Context: an optimization exercise on an open-source flow, tuned for small area. The choices shown serve that exercise and are no tape-out recipe.
In this exercise RTL edits were held to simulation tests only and were not proved equivalent to the original.
No activity file was given, so power comes from the tool's default toggle rates.

Design kbd_scan_react, start of the top module:
module kbd_scan_react (
    input  wire        clk,
    input  wire        rst,
    input  wire        cmd_valid,
    input  wire [7:0]  cmd,
    output wire        cmd_ready,
    output wire [7:0]  row_n,
    input  wire [7:0]  col_n,
    input  wire [31:0] rnd_data,
    output wire        rnd_take,
    output wire [17:0] ev,
    output wire        led_valid,
    output wire [23:0] led_data,
    output wire        draw_valid,
    output wire [1:0]  draw_sprite,
    output wire [2:0]  fault
);
    localparam [3:0] S_IDLE = 4'd0,  S_INIT = 4'd1,  S_SCAN = 4'd2,  S_DB   = 4'd3,
                     S_EP   = 4'd4,  S_LKM  = 4'd5,  S_KS   = 4'd6,  S_LT   = 4'd7,
                     S_LU   = 4'd8,  S_L0   = 4'd9,  S_L1   = 4'd10, S_LF   = 4'd11,
                     S_LM   = 4'd12, S_DT   = 4'd13;
    reg [3:0]  st;
    reg        run;       
    reg        h;         
    reg        t;         
    reg [5:0]  p;         
    reg        q_hi;      
    reg [2:0]  q_lo;
    reg [1:0]  mode;
    reg        c_hi;      
    reg [2:0]  c_lo;
    reg        seeded;
    reg        scanned;   
    reg        fresh;     
    reg        ftype;     
    reg        lz;
    reg [1:0]  sprite;
    reg        dz;
    reg        dv;
    reg        ev_v, ev_k;
    reg [2:0]  ev_r, ev_c;
    reg [1:0]  flt;       
    reg [63:0]  r_b, r_c0, r_c1, r_c2, r_c3;
    reg [155:0] lr;
    reg [31:0]  dr;
    reg [7:0]   lc;
    wire halted  = |flt;
  ...
Size: roughly 1,400 cells after synthesis, ~110 I/O pins.
export LEC_CHECK = 0
export CAP_MARGIN = 20
export CORE_MARGIN = 2
export CORE_UTILIZATION = 60
export PLACE_DENSITY = 0.75
export SLEW_MARGIN = 20
create_clock -name core_clock -period 14.0 [get_ports {clk}]
standard.sh (not shown) runs the stock make flow with config.mk's settings and CLKGATE_MAP_FILE= SYNTH_SCRIPT=/design/flow/synth_recipe.tcl, a recipe that flattens the netlist after the stock synthesis.
==> flow/flow/run.sh <==
#!/bin/bash
# Layout flow: the standard synthesis, then an area-oriented re-mapping of
# its combinational logic (flip-flops untouched, equivalence proven with Yosys;
# the standard netlist is used if anything fails), then the standard layout
# steps with these changes: port buffers use buf_1, and clock tree synthesis
# uses clkbuf_8 with smaller sink clusters and no dummy loads.
set -euo pipefail
HERE=$(pwd)
R=$HERE/orfs/results/$FLOW_PLATFORM/kbd_scan_react/base
LIB=$FLOW_HOME/platforms/$FLOW_PLATFORM/lib/sky130_fd_sc_hd__tt_025C_1v80.lib
YOSYS=$FLOW_HOME/../tools/install/yosys/bin/yosys
[ -x "$YOSYS" ] || YOSYS=yosys
export CTS_ARGS="-sink_clustering_enable -repair_clock_nets -dont_use_dummy_load -buf_list sky130_fd_sc_hd__clkbuf_8 -sink_clustering_size 20 -sink_clustering_max_diameter 50"
export BUFFER_PORTS_ARGS="-buffer_cell sky130_fd_sc_hd__buf_1"

bash standard.sh synth > standard_synth.log 2>&1
cp "$R/1_2_yosys.v" "$HERE/std_1_2_yosys.v"

DU=$(sed -n '/^export DONT_USE_CELLS/,/^#/p' "$FLOW_HOME/platforms/$FLOW_PLATFORM/config.mk" \
     | grep -o 'sky130_fd_sc_hd__[a-z0-9_]*' | sed 's/^/-dont_use /' | tr '\n' ' ')
sed -e "s#@LIB@#$LIB#g" -e "s#@IN@#$HERE/std_1_2_yosys.v#" -e "s#@OUT@#$HERE/resynth.v#" \
    -e "s#@ABC@#$HERE/flow/area.abc#" -e "s#@TOP@#$FLOW_TOP#g" -e "s#@DONTUSE@#$DU#" \
    -e "s#@STAT@#$HERE/resynth_stat.txt#" flow/resynth.ys > resynth.ys
sed -e "s#@LIB@#$LIB#g" -e "s#@GOLD@#$HERE/std_1_2_yosys.v#" -e "s#@GATE@#$HERE/resynth.v#" \
    -e "s#@TOP@#$FLOW_TOP#g" flow/equiv.ys > equiv.ys
sed -e "s#@LIB@#$LIB#g" -e "s#@GATE@#$HERE/resynth.v#" -e "s#@TOP@#$FLOW_TOP#g" flow/check.ys > check.ys
if "$YOSYS" -q -l resynth.log resynth.ys > /dev/null 2>&1 && \
   "$YOSYS" -q -l check.log check.ys > /dev/null 2>&1 && \
   "$YOSYS" -q -l equiv.log equiv.ys > /dev/null 2>&1; then
  cp "$HERE/resynth.v" "$R/1_2_yosys.v"
  rm -f "$R/1_synth.odb" "$R/1_synth.sdc"
  echo "using the re-mapped netlist" > netlist_choice.txt
else
  echo "re-mapping failed; using the standard netlist" > netlist_choice.txt
fi

bash standard.sh > standard.log 2>&1
==> flow/flow/area.abc <==
strash
dch -f
amap
strash
dch -f
amap
topo
Other scripts of this flow, unchanged in this note and not shown: flow/flow/check.ys, flow/flow/equiv.ys, flow/flow/resynth.ys
Then changed:
==> flow/flow/area.abc (replaced) <==
strash
&get -n
&deepsyn -J 1000 -T 900
&put
dch -f
amap
strash
dch -f
amap
topo
Result: Wire length came out lower by about a fifth; cell count came out lower by a little under a tenth; synthesized area came out lower by a few percent; hold slack gains 8.5 ps; setup slack gains 370 ps; power came out lower by a quarter to a third.

========
Another version of the RTL of kbd_scan_react (not shown whole).
Size in the first run: roughly 1,300 cells after synthesis, roughly 110 I/O pins, ~16,000 um^2 of cells after synthesis.
export LEC_CHECK = 0
export CAP_MARGIN = 20
export CORE_MARGIN = 2
export CORE_UTILIZATION = 40
export PLACE_DENSITY = 0.6
export SLEW_MARGIN = 20
create_clock -name core_clock -period 14.0 [get_ports {clk}]
==> flow/flow/area.abc <==
strash
&get -n
&deepsyn -J 1000 -T 900
&put
dch -f
amap
strash
dch -f
amap
topo
==> flow/flow/check.ys <==
# The re-mapped netlist holds only library cells, each pin driven once.
read_liberty -lib @LIB@
read_verilog @GATE@
hierarchy -check -top @TOP@
check -assert -mapped
==> flow/flow/equiv.ys <==
# Prove the re-mapped netlist equivalent to the standard synthesis.
read_liberty -ignore_miss_func @LIB@
read_verilog @GOLD@
rename @TOP@ gold
read_verilog @GATE@
rename @TOP@ gate
flatten gold gate
opt_clean
equiv_make gold gate equiv
hierarchy -top equiv
equiv_simple
equiv_induct
equiv_status -assert
==> flow/flow/resynth.ys <==
# Re-map the combinational logic of the standard synthesis for area. The
# flip-flops are kept as black boxes, so each keeps its name and cell type.
read_liberty -ignore_miss_func @LIB@
blackbox sky130_fd_sc_hd__df* sky130_fd_sc_hd__sdf* sky130_fd_sc_hd__edf* sky130_fd_sc_hd__dl* sky130_fd_sc_hd__conb_1
read_verilog @IN@
hierarchy -top @TOP@
flatten
opt -purge
abc -liberty @LIB@ @DONTUSE@ -script @ABC@
opt_clean -purge
setundef -zero
hilomap -singleton -hicell sky130_fd_sc_hd__conb_1 HI -locell sky130_fd_sc_hd__conb_1 LO
insbuf -buf sky130_fd_sc_hd__buf_4 A X
splitnets
opt_clean -purge

tee -o @STAT@ stat -liberty @LIB@
write_verilog -noattr -nohex -nodec @OUT@
Scripts as last shown in full above: flow/flow/run.sh
Next try:
==> flow/flow/area.abc (replaced) <==
strash
dch -f
amap
strash
dch -f
amap
topo
Global-route usage increases by 0.62 points.
Wire length climbs by a little under a tenth.
Design area goes up by a few percent.
Fmax is lower by roughly a tenth.
Hold slack improves by 0.0082 ns.
Sequential power grows by about a fifth.
Non-clock buffer count is higher by 2.
Power goes up by a quarter to a third.
Die area rises by a few percent.
Via count increases by roughly a tenth.

========
v44:
kbd_scan_react, a different RTL version from the one above (not shown whole).
For scale: ~110 I/O pins.
// kbd_scan_react
module kbd_scan_react (
    input  wire        clk,
    input  wire        rst,
    input  wire        cmd_valid,
    input  wire [7:0]  cmd,
    output wire        cmd_ready,
    output wire [7:0]  row_n,
    input  wire [7:0]  col_n,
    input  wire [31:0] rnd_data,
    output wire        rnd_take,
    output wire [17:0] ev,
    output wire        led_valid,
    output wire [23:0] led_data,
    output wire        draw_valid,
    output wire [1:0]  draw_sprite,
    output wire [2:0]  fault
);
Settings: LEC_CHECK=0, CAP_MARGIN=20, CORE_MARGIN=2, CORE_UTILIZATION=40, CTS_BUF_LIST=sky130_fd_sc_hd__clkbuf_4, PLACE_DENSITY=0.6, SLEW_MARGIN=20; clock period 14.0 ns.
run.sh (not shown) runs the stock make flow with config.mk's settings and CLKGATE_MAP_FILE= SYNTH_SCRIPT=/design/flow/synth_recipe.tcl, a recipe that flattens the netlist after the stock synthesis.
Stock flow here: none of the scripts above is used.
The final layout from v44, which completed every stage, passed the timing, DRC and antenna checks at the end of the flow.
--- input diff v44..v56 ---
Settings: putting CTS_CLUSTER_SIZE at 30 where nothing was set; swapping sky130_fd_sc_hd__clkbuf_4 for sky130_fd_sc_hd__clkbuf_8 in CTS_BUF_LIST.
--- outcome ---
- Between v44 and v56, worst setup slack is higher for v56, v44 comes in under that.
- Per the comparison of v56 with v44, total met2 wirelength after detailed routing now smaller; clock distribution area overhead in the final layout moved down; design area saw little to no change; clock power flat.
- Delta (v56 minus v44): total power consumption of the routed design barely changed; clock group share of total power closely matched the old numbers; met1 capacity usage during global routing +0.65 points; wire length of the first global-routing pass down 610 um; register fraction of the total cell area barely changed.
- The wire length reported for v56 is smaller than that of v44 by about 0.9%.
Input changes introduced in v47 (baseline for comparison: v56):
Settings: a deleted CTS_BUF_LIST that had been sky130_fd_sc_hd__clkbuf_8; a deleted CTS_CLUSTER_SIZE that had been 30.
### Flow results
- Every run in the comparison, v56 and v47, completed the flow with a clean layout.
- v47 vs v56: clock power up by a few percent
- v47 ended with less ratio of final minimum period to clock period than v56.
- Diff v56..v47 | final setup violation count | unchanged
- Sort v56 and v47 by first-iteration DRC count desc -> top: v47
- Fraction of layout instances using a drive strength above 1 came out lower on v47 than on v56.
- When v47 is measured against v56, its met3 track utilization from global routing turns out 0.98 points lower.
- When v47 is set beside v56, its first-pass GRT wire length turns out to be about 1.6% smaller.
- For total clock buffers created by CTS, dividing the value from v47 by the value from v56 gives 0.62.
- Taking v56 as the reference, in v47 number of nets in the final layout went down 1.9%, relative max-transition margin increased by 4.8 points relative to the old numbers, power per cell area went up by about 1.2%.

========
raven:
kbd_scan_react, a different RTL version from the one above (not shown whole).
For scale: ~1200 cells after synthesis, ~110 I/O pins.
export LEC_CHECK = 0
export CAP_MARGIN = 20
export CORE_MARGIN = 2
export CORE_UTILIZATION = 60
export PLACE_DENSITY = 0.75
export SLEW_MARGIN = 20
create_clock -name core_clock -period 14.0 [get_ports {clk}]
standard.sh (not shown) runs the stock make flow with config.mk's settings and CLKGATE_MAP_FILE= SYNTH_SCRIPT=/design/flow/synth_recipe.tcl, a recipe that flattens the netlist after the stock synthesis.
==> flow/flow/run.sh <==
#!/bin/bash
# Layout flow: the standard synthesis, then an area-oriented re-mapping of
# its combinational logic with ABC (eight random seeds of &deepsyn, the
# smallest result kept; flip-flops untouched; the result is proven equivalent
# to the standard netlist with Yosys, and the standard netlist is used if
# anything fails), then the standard layout steps with these changes:
# port buffers use buf_1, and clock tree synthesis uses clkbuf_8 with sink
# clusters of at most 20 flip-flops and no dummy loads.
set -euo pipefail
HERE=$(pwd)
R=$HERE/orfs/results/$FLOW_PLATFORM/kbd_scan_react/base
LIB=$FLOW_HOME/platforms/$FLOW_PLATFORM/lib/sky130_fd_sc_hd__tt_025C_1v80.lib
YOSYS=$FLOW_HOME/../tools/install/yosys/bin/yosys
[ -x "$YOSYS" ] || YOSYS=yosys
export CTS_ARGS="-sink_clustering_enable -repair_clock_nets -dont_use_dummy_load -buf_list sky130_fd_sc_hd__clkbuf_8 -sink_clustering_size 20 -sink_clustering_max_diameter 70 -sink_clustering_levels 1"
export BUFFER_PORTS_ARGS="-buffer_cell sky130_fd_sc_hd__buf_1"

bash standard.sh synth > standard_synth.log 2>&1
cp "$R/1_2_yosys.v" "$HERE/std_1_2_yosys.v"

DU=$(sed -n '/^export DONT_USE_CELLS/,/^#/p' "$FLOW_HOME/platforms/$FLOW_PLATFORM/config.mk" \
     | grep -o 'sky130_fd_sc_hd__[a-z0-9_]*' | sed 's/^/-dont_use /' | tr '\n' ' ')
best=""; best_area=""
for S in 0 1 2 3 4 5 6 7; do
  sed -e "s#@SEED@#$S#" flow/area.abc > "area$S.abc"
  sed -e "s#@LIB@#$LIB#g" -e "s#@IN@#$HERE/std_1_2_yosys.v#" -e "s#@OUT@#$HERE/resynth$S.v#" \
      -e "s#@ABC@#$HERE/area$S.abc#" -e "s#@TOP@#$FLOW_TOP#g" -e "s#@DONTUSE@#$DU#" \
      -e "s#@STAT@#$HERE/resynth_stat$S.txt#" flow/resynth.ys > "resynth$S.ys"
  "$YOSYS" -q -l "resynth$S.log" "resynth$S.ys" > /dev/null 2>&1 &
done
wait || true
for S in 0 1 2 3 4 5 6 7; do
  a=$(grep -o "Chip area for module .*: [0-9.]*" "resynth_stat$S.txt" 2>/dev/null | awk '{print $NF}' || true)
  [ -n "$a" ] || continue
  if [ -z "$best" ] || awk "BEGIN{exit !($a < $best_area)}"; then best=$S; best_area=$a; fi
done
echo "seed areas:" $(grep -ho "Chip area for module .*: [0-9.]*" resynth_stat*.txt | awk '{print $NF}') "kept seed $best" > resynth_choice.txt

ok=0
if [ -n "$best" ]; then
  cp "resynth$best.v" resynth.v
  sed -e "s#@LIB@#$LIB#g" -e "s#@GOLD@#$HERE/std_1_2_yosys.v#" -e "s#@GATE@#$HERE/resynth.v#" \
      -e "s#@TOP@#$FLOW_TOP#g" flow/equiv.ys > equiv.ys
  sed -e "s#@LIB@#$LIB#g" -e "s#@GATE@#$HERE/resynth.v#" -e "s#@TOP@#$FLOW_TOP#g" flow/check.ys > check.ys
  if "$YOSYS" -q -l check.log check.ys > /dev/null 2>&1 && \
     "$YOSYS" -q -l equiv.log equiv.ys > /dev/null 2>&1; then ok=1; fi
fi
if [ $ok = 1 ]; then
  cp "$HERE/resynth.v" "$R/1_2_yosys.v"
  rm -f "$R/1_synth.odb" "$R/1_synth.sdc"
  echo "using the re-mapped netlist" > netlist_choice.txt
else
  echo "re-mapping failed; using the standard netlist" > netlist_choice.txt
fi

bash standard.sh > standard.log 2>&1
Scripts as last shown in full above: flow/flow/check.ys, flow/flow/equiv.ys, flow/flow/resynth.ys
Other scripts of this flow, unchanged in this note and not shown: flow/flow/area.abc
Every stage of the flow completed for raven, and the final layout passed the timing, DRC and antenna checks.
Changes in sierra relative to raven:
-- flow/flow/run.sh --
<<< raven, line 13
YOSYS=$FLOW_HOME/../tools/install/yosys/bin/yosys
[ -x "$YOSYS" ] || YOSYS=yosys
export CTS_ARGS="-sink_clustering_enable -repair_clock_nets -dont_use_dummy_load -buf_list sky130_fd_sc_hd__clkbuf_8 -sink_clustering_size 20 -sink_clustering_max_diameter 70 -sink_clustering_levels 1"
export BUFFER_PORTS_ARGS="-buffer_cell sky130_fd_sc_hd__buf_1"

>>> sierra, line 13
YOSYS=$FLOW_HOME/../tools/install/yosys/bin/yosys
[ -x "$YOSYS" ] || YOSYS=yosys
export CTS_ARGS="-sink_clustering_enable -repair_clock_nets -dont_use_dummy_load -buf_list sky130_fd_sc_hd__clkbuf_8 -sink_clustering_size 20 -sink_clustering_max_diameter 70"
export BUFFER_PORTS_ARGS="-buffer_cell sky130_fd_sc_hd__buf_1"

## What came out
- sierra ran to completion and came out clean on the timing, DRC and antenna checks.
- | switching power as a share of total power | sierra vs raven | ≈ equal |
- raven -> sierra: total setup violations reported at the end of the flow flat
- sierra -> raven: instance area at placement delta 0, exact match
- The clock-pin slew reported for the worst setup and hold paths after clock tree synthesis on raven is in line with that on sierra.

========
Setup of run A:
Starting RTL as in the previous note.
## kbd_scan_react
module kbd_scan_react (
    input  wire        clk,
    input  wire        rst,
    input  wire        cmd_valid,
    input  wire [7:0]  cmd,
    output wire        cmd_ready,
    output wire [7:0]  row_n,
    input  wire [7:0]  col_n,
    input  wire [31:0] rnd_data,
    output wire        rnd_take,
    output wire [17:0] ev,
    output wire        led_valid,
    output wire [23:0] led_data,
    output wire        draw_valid,
    output wire [1:0]  draw_sprite,
    output wire [2:0]  fault
);
==> flow/config.mk <==
export PLATFORM = sky130hd
export DESIGN_NAME = kbd_scan_react
export DESIGN_NICKNAME = kbd_scan_react
export VERILOG_FILES = /design/flow/design.v
export SDC_FILE = /design/flow/constraint.sdc
export NUM_CORES = 8
export LEC_CHECK = 0
export CAP_MARGIN = 20
export CORE_MARGIN = 2
export CORE_UTILIZATION = 60
export PLACE_DENSITY = 0.75
export SLEW_MARGIN = 20
==> flow/constraint.sdc <==
create_clock -name core_clock -period 14.0 [get_ports {clk}]
set_input_delay 2.8000 -clock core_clock [delete_from_list [all_inputs] [get_ports {clk}]]
set_output_delay 2.8000 -clock core_clock [all_outputs]
set_load 0.01 [all_outputs]
==> flow/flow/run.sh <==
#!/bin/bash
# Layout flow: the standard synthesis, then an area-oriented re-mapping of
# its combinational logic with ABC (eight random seeds of &deepsyn, the
# smallest result kept; flip-flops untouched; the result is proven equivalent
# to the standard netlist with Yosys, and the standard netlist is used if
# anything fails), then the standard layout steps with these changes:
# port buffers use buf_1, and clock tree synthesis uses clkbuf_8 with sink
# clusters of at most 20 flip-flops and no dummy loads.
set -euo pipefail
HERE=$(pwd)
R=$HERE/orfs/results/$FLOW_PLATFORM/kbd_scan_react/base
LIB=$FLOW_HOME/platforms/$FLOW_PLATFORM/lib/sky130_fd_sc_hd__tt_025C_1v80.lib
YOSYS=$FLOW_HOME/../tools/install/yosys/bin/yosys
[ -x "$YOSYS" ] || YOSYS=yosys
export CTS_ARGS="-sink_clustering_enable -repair_clock_nets -dont_use_dummy_load -buf_list sky130_fd_sc_hd__clkbuf_8 -sink_clustering_size 20 -sink_clustering_max_diameter 60"
export BUFFER_PORTS_ARGS="-buffer_cell sky130_fd_sc_hd__buf_1"

bash standard.sh synth > standard_synth.log 2>&1
cp "$R/1_2_yosys.v" "$HERE/std_1_2_yosys.v"

DU=$(sed -n '/^export DONT_USE_CELLS/,/^#/p' "$FLOW_HOME/platforms/$FLOW_PLATFORM/config.mk" \
     | grep -o 'sky130_fd_sc_hd__[a-z0-9_]*' | sed 's/^/-dont_use /' | tr '\n' ' ')
best=""; best_area=""
for S in 0 1 2 3 4 5 6 7; do
  sed -e "s#@SEED@#$S#" flow/area.abc > "area$S.abc"
  sed -e "s#@LIB@#$LIB#g" -e "s#@IN@#$HERE/std_1_2_yosys.v#" -e "s#@OUT@#$HERE/resynth$S.v#" \
      -e "s#@ABC@#$HERE/area$S.abc#" -e "s#@TOP@#$FLOW_TOP#g" -e "s#@DONTUSE@#$DU#" \
      -e "s#@STAT@#$HERE/resynth_stat$S.txt#" flow/resynth.ys > "resynth$S.ys"
  "$YOSYS" -q -l "resynth$S.log" "resynth$S.ys" > /dev/null 2>&1 &
done
wait || true
for S in 0 1 2 3 4 5 6 7; do
  a=$(grep -o "Chip area for module .*: [0-9.]*" "resynth_stat$S.txt" 2>/dev/null | awk '{print $NF}' || true)
  [ -n "$a" ] || continue
  if [ -z "$best" ] || awk "BEGIN{exit !($a < $best_area)}"; then best=$S; best_area=$a; fi
done
echo "seed areas:" $(grep -ho "Chip area for module .*: [0-9.]*" resynth_stat*.txt | awk '{print $NF}') "kept seed $best" > resynth_choice.txt

ok=0
if [ -n "$best" ]; then
  cp "resynth$best.v" resynth.v
  sed -e "s#@LIB@#$LIB#g" -e "s#@GOLD@#$HERE/std_1_2_yosys.v#" -e "s#@GATE@#$HERE/resynth.v#" \
      -e "s#@TOP@#$FLOW_TOP#g" flow/equiv.ys > equiv.ys
  sed -e "s#@LIB@#$LIB#g" -e "s#@GATE@#$HERE/resynth.v#" -e "s#@TOP@#$FLOW_TOP#g" flow/check.ys > check.ys
  if "$YOSYS" -q -l check.log check.ys > /dev/null 2>&1 && \
     "$YOSYS" -q -l equiv.log equiv.ys > /dev/null 2>&1; then ok=1; fi
fi
if [ $ok = 1 ]; then
  cp "$HERE/resynth.v" "$R/1_2_yosys.v"
  rm -f "$R/1_synth.odb" "$R/1_synth.sdc"
  echo "using the re-mapped netlist" > netlist_choice.txt
else
  echo "re-mapping failed; using the standard netlist" > netlist_choice.txt
fi

bash standard.sh > standard.log 2>&1
Scripts as last shown in full above: flow/flow/check.ys, flow/flow/equiv.ys, flow/flow/resynth.ys
Other scripts of this flow, unchanged in this note and not shown: flow/flow/area.abc
Looking at the reports, run A completed the entire flow and the layout it produced met the timing, DRC and antenna checks.
## Diff of input files: run B against run A
--- a/flow/flow/run.sh
+++ b/flow/flow/run.sh
@@ -14,3 +14,3 @@
 [ -x "$YOSYS" ] || YOSYS=yosys
-export CTS_ARGS="-sink_clustering_enable -repair_clock_nets -dont_use_dummy_load -buf_list sky130_fd_sc_hd__clkbuf_8 -sink_clustering_size 20 -sink_clustering_max_diameter 60"
+export CTS_ARGS="-sink_clustering_enable -repair_clock_nets -dont_use_dummy_load -buf_list sky130_fd_sc_hd__clkbuf_8 -sink_clustering_size 20 -sink_clustering_max_diameter 70"
 export BUFFER_PORTS_ARGS="-buffer_cell sky130_fd_sc_hd__buf_1"
@@ -23,3 +23,3 @@
 best=""; best_area=""
-for S in 0 1 2 3 4 5 6 7; do
+for S in 0 1 2 3 4 5 6 7 8 9 10 11 12 13 14 15; do
   sed -e "s#@SEED@#$S#" flow/area.abc > "area$S.abc"
@@ -31,3 +31,3 @@
 wait || true
-for S in 0 1 2 3 4 5 6 7; do
+for S in 0 1 2 3 4 5 6 7 8 9 10 11 12 13 14 15; do
   a=$(grep -o "Chip area for module .*: [0-9.]*" "resynth_stat$S.txt" 2>/dev/null | awk '{print $NF}' || true)
Notes after the runs:
- Any difference in count of non-filler cells in the finished layout between run A and run B is small enough to ignore.
- Run A ended with every stage complete and zero timing, DRC or antenna violations.
- Run B: done, clean on timing, DRC and antenna
- Compared run B against run A; vias per cell within noise.
- Clock buffer count in the final layout (run B / run A): 0.935
- Taking run A as the reference, in run B number of CTS-inserted buffers went down; final non-filler cell area did not really move.
- As far as highest attainable clock frequency is concerned, run A and run B perform about the same.
- | fraction of layout instances using a drive strength above 1 | run A vs run B | ≈ equal |
- Minimum period implied by the final worst setup slack deteriorates in run B relative to run A.
The inputs of run C differ from those of run B as listed below.
--- a/flow/flow/run.sh
+++ b/flow/flow/run.sh
@@ -2,3 +2,3 @@
 # Layout flow: the standard synthesis, then an area-oriented re-mapping of
-# its combinational logic with ABC (eight random seeds of &deepsyn, the
+# its combinational logic with ABC (four random seeds of &deepsyn, the
 # smallest result kept; flip-flops untouched; the result is proven equivalent
@@ -23,3 +23,3 @@
 best=""; best_area=""
-for S in 0 1 2 3 4 5 6 7 8 9 10 11 12 13 14 15; do
+for S in 0 1 2 3; do
   sed -e "s#@SEED@#$S#" flow/area.abc > "area$S.abc"
@@ -31,3 +31,3 @@
 wait || true
-for S in 0 1 2 3 4 5 6 7 8 9 10 11 12 13 14 15; do
+for S in 0 1 2 3; do
   a=$(grep -o "Chip area for module .*: [0-9.]*" "resynth_stat$S.txt" 2>/dev/null | awk '{print $NF}' || true)
Findings:
Run C: flow completed, timing, DRC and antenna clean. Run C supports a higher top clock frequency than run B. Run B → run C: final cell count fell 13; utilization after layout about even; total power rose about 0.8%. Going from run B to run C, total number of vias lower; CTS buffer count lower; die outline width roughly the same.
Modified inputs, run D compared to run C
--- a/flow/flow/run.sh
+++ b/flow/flow/run.sh
@@ -2,3 +2,3 @@
 # Layout flow: the standard synthesis, then an area-oriented re-mapping of
-# its combinational logic with ABC (four random seeds of &deepsyn, the
+# its combinational logic with ABC (eight random seeds of &deepsyn, the
 # smallest result kept; flip-flops untouched; the result is proven equivalent
@@ -14,3 +14,3 @@
 [ -x "$YOSYS" ] || YOSYS=yosys
-export CTS_ARGS="-sink_clustering_enable -repair_clock_nets -dont_use_dummy_load -buf_list sky130_fd_sc_hd__clkbuf_8 -sink_clustering_size 20 -sink_clustering_max_diameter 70"
+export CTS_ARGS="-sink_clustering_enable -repair_clock_nets -dont_use_dummy_load -buf_list sky130_fd_sc_hd__clkbuf_8 -sink_clustering_size 18 -sink_clustering_max_diameter 80"
 export BUFFER_PORTS_ARGS="-buffer_cell sky130_fd_sc_hd__buf_1"
@@ -23,3 +23,3 @@
 best=""; best_area=""
-for S in 0 1 2 3; do
+for S in 0 1 2 3 4 5 6 7; do
   sed -e "s#@SEED@#$S#" flow/area.abc > "area$S.abc"
@@ -31,3 +31,3 @@
 wait || true
-for S in 0 1 2 3; do
+for S in 0 1 2 3 4 5 6 7; do
   a=$(grep -o "Chip area for module .*: [0-9.]*" "resynth_stat$S.txt" 2>/dev/null | awk '{print $NF}' || true)
## What came out
Of the two values seen for worst setup path endpoint, led_data[2] was produced by run D and led_data[20] by run C. Run D against run C: horizontal extent of the die closely matched the old numbers, internal power increased by about 0.7% relative to the old numbers. Going from run C to run D, the net switching power figure was found to have gone down by 4.9%.
--- input diff run D..run E ---
--- a/flow/flow/run.sh
+++ b/flow/flow/run.sh
@@ -14,3 +14,3 @@
 [ -x "$YOSYS" ] || YOSYS=yosys
-export CTS_ARGS="-sink_clustering_enable -repair_clock_nets -dont_use_dummy_load -buf_list sky130_fd_sc_hd__clkbuf_8 -sink_clustering_size 18 -sink_clustering_max_diameter 80"
+export CTS_ARGS="-sink_clustering_enable -repair_clock_nets -dont_use_dummy_load -buf_list sky130_fd_sc_hd__clkbuf_8 -root_buf sky130_fd_sc_hd__clkbuf_16 -tree_buf sky130_fd_sc_hd__clkbuf_16 -sink_clustering_size 20 -sink_clustering_max_diameter 70"
 export BUFFER_PORTS_ARGS="-buffer_cell sky130_fd_sc_hd__buf_1"
==> notes.md <==
- Between run D and run E, the number of vias per cell after detailed routing is lower for run D.
- Delta (run E minus run D): worst-case hold slack shows a reduction of 0.041 ns; global placer's final weighted congestion shows no meaningful change; area overhead of the layout relative to synthesis shows an increase of 0.15 points; number of antenna diodes shows no meaningful change.
- Diff run D -> run E: sequential group share of total power decreased by 0.6 points relative to the old numbers, utilization closely matched the old numbers, setup slack increased by 0.057 ns relative to the old numbers.
- Compared with run D, in run E number of sinks on the clock net level, routed wire length moved up.

-- afterwards: timing with drivers on the ports --
The flow's constraints put no driver on any port. The routed layouts listed below were extracted and timed again, unchanged, in two steps. Step 1: set_driving_cell puts a clkbuf_16 on clk and a buf_2 on each other input, an assumption about the parent block. Step 2 times the ports against the registers' clock, not the clock port: input delays grow and output delays shrink by t, the midpoint of the rising clock arrivals with the driver on. a / b / c = no drivers / after step 1 / after step 2; a / b = the first two.
run	t (ns)	setup slack, ns	worst data-port slew with drivers (ns)
the first run of note 1	0.579	5.049 / 5.003 / 5.581	0.04
the second run of note 1	0.570	5.415 / 5.371 / 5.941	0.04
the first run of note 2	0.598	5.965 / 5.921 / 6.519	0.08
the second run of note 2	0.627	5.146 / 5.098 / 5.725	0.05
v44	0.963	3.973 / 3.920 / 4.883	0.05
v56	0.733	4.204 / 4.152 / 4.885	0.05
v47	0.663	4.262 / 4.206 / 4.870	0.06
raven	0.595	5.679 / 5.641 / 6.235	0.04
sierra	0.595	5.679 / 5.641 / 6.235	0.04
run A	0.613	5.693 / 5.655 / 6.268	0.04
run B	0.595	5.679 / 5.641 / 6.235	0.04
run C	0.596	5.967 / 5.925 / 6.521	0.06
run D	0.621	5.728 / 5.685 / 6.306	0.04
run E	0.542	5.785 / 5.742 / 6.284	0.04
After both steps every run listed still meets setup and hold.
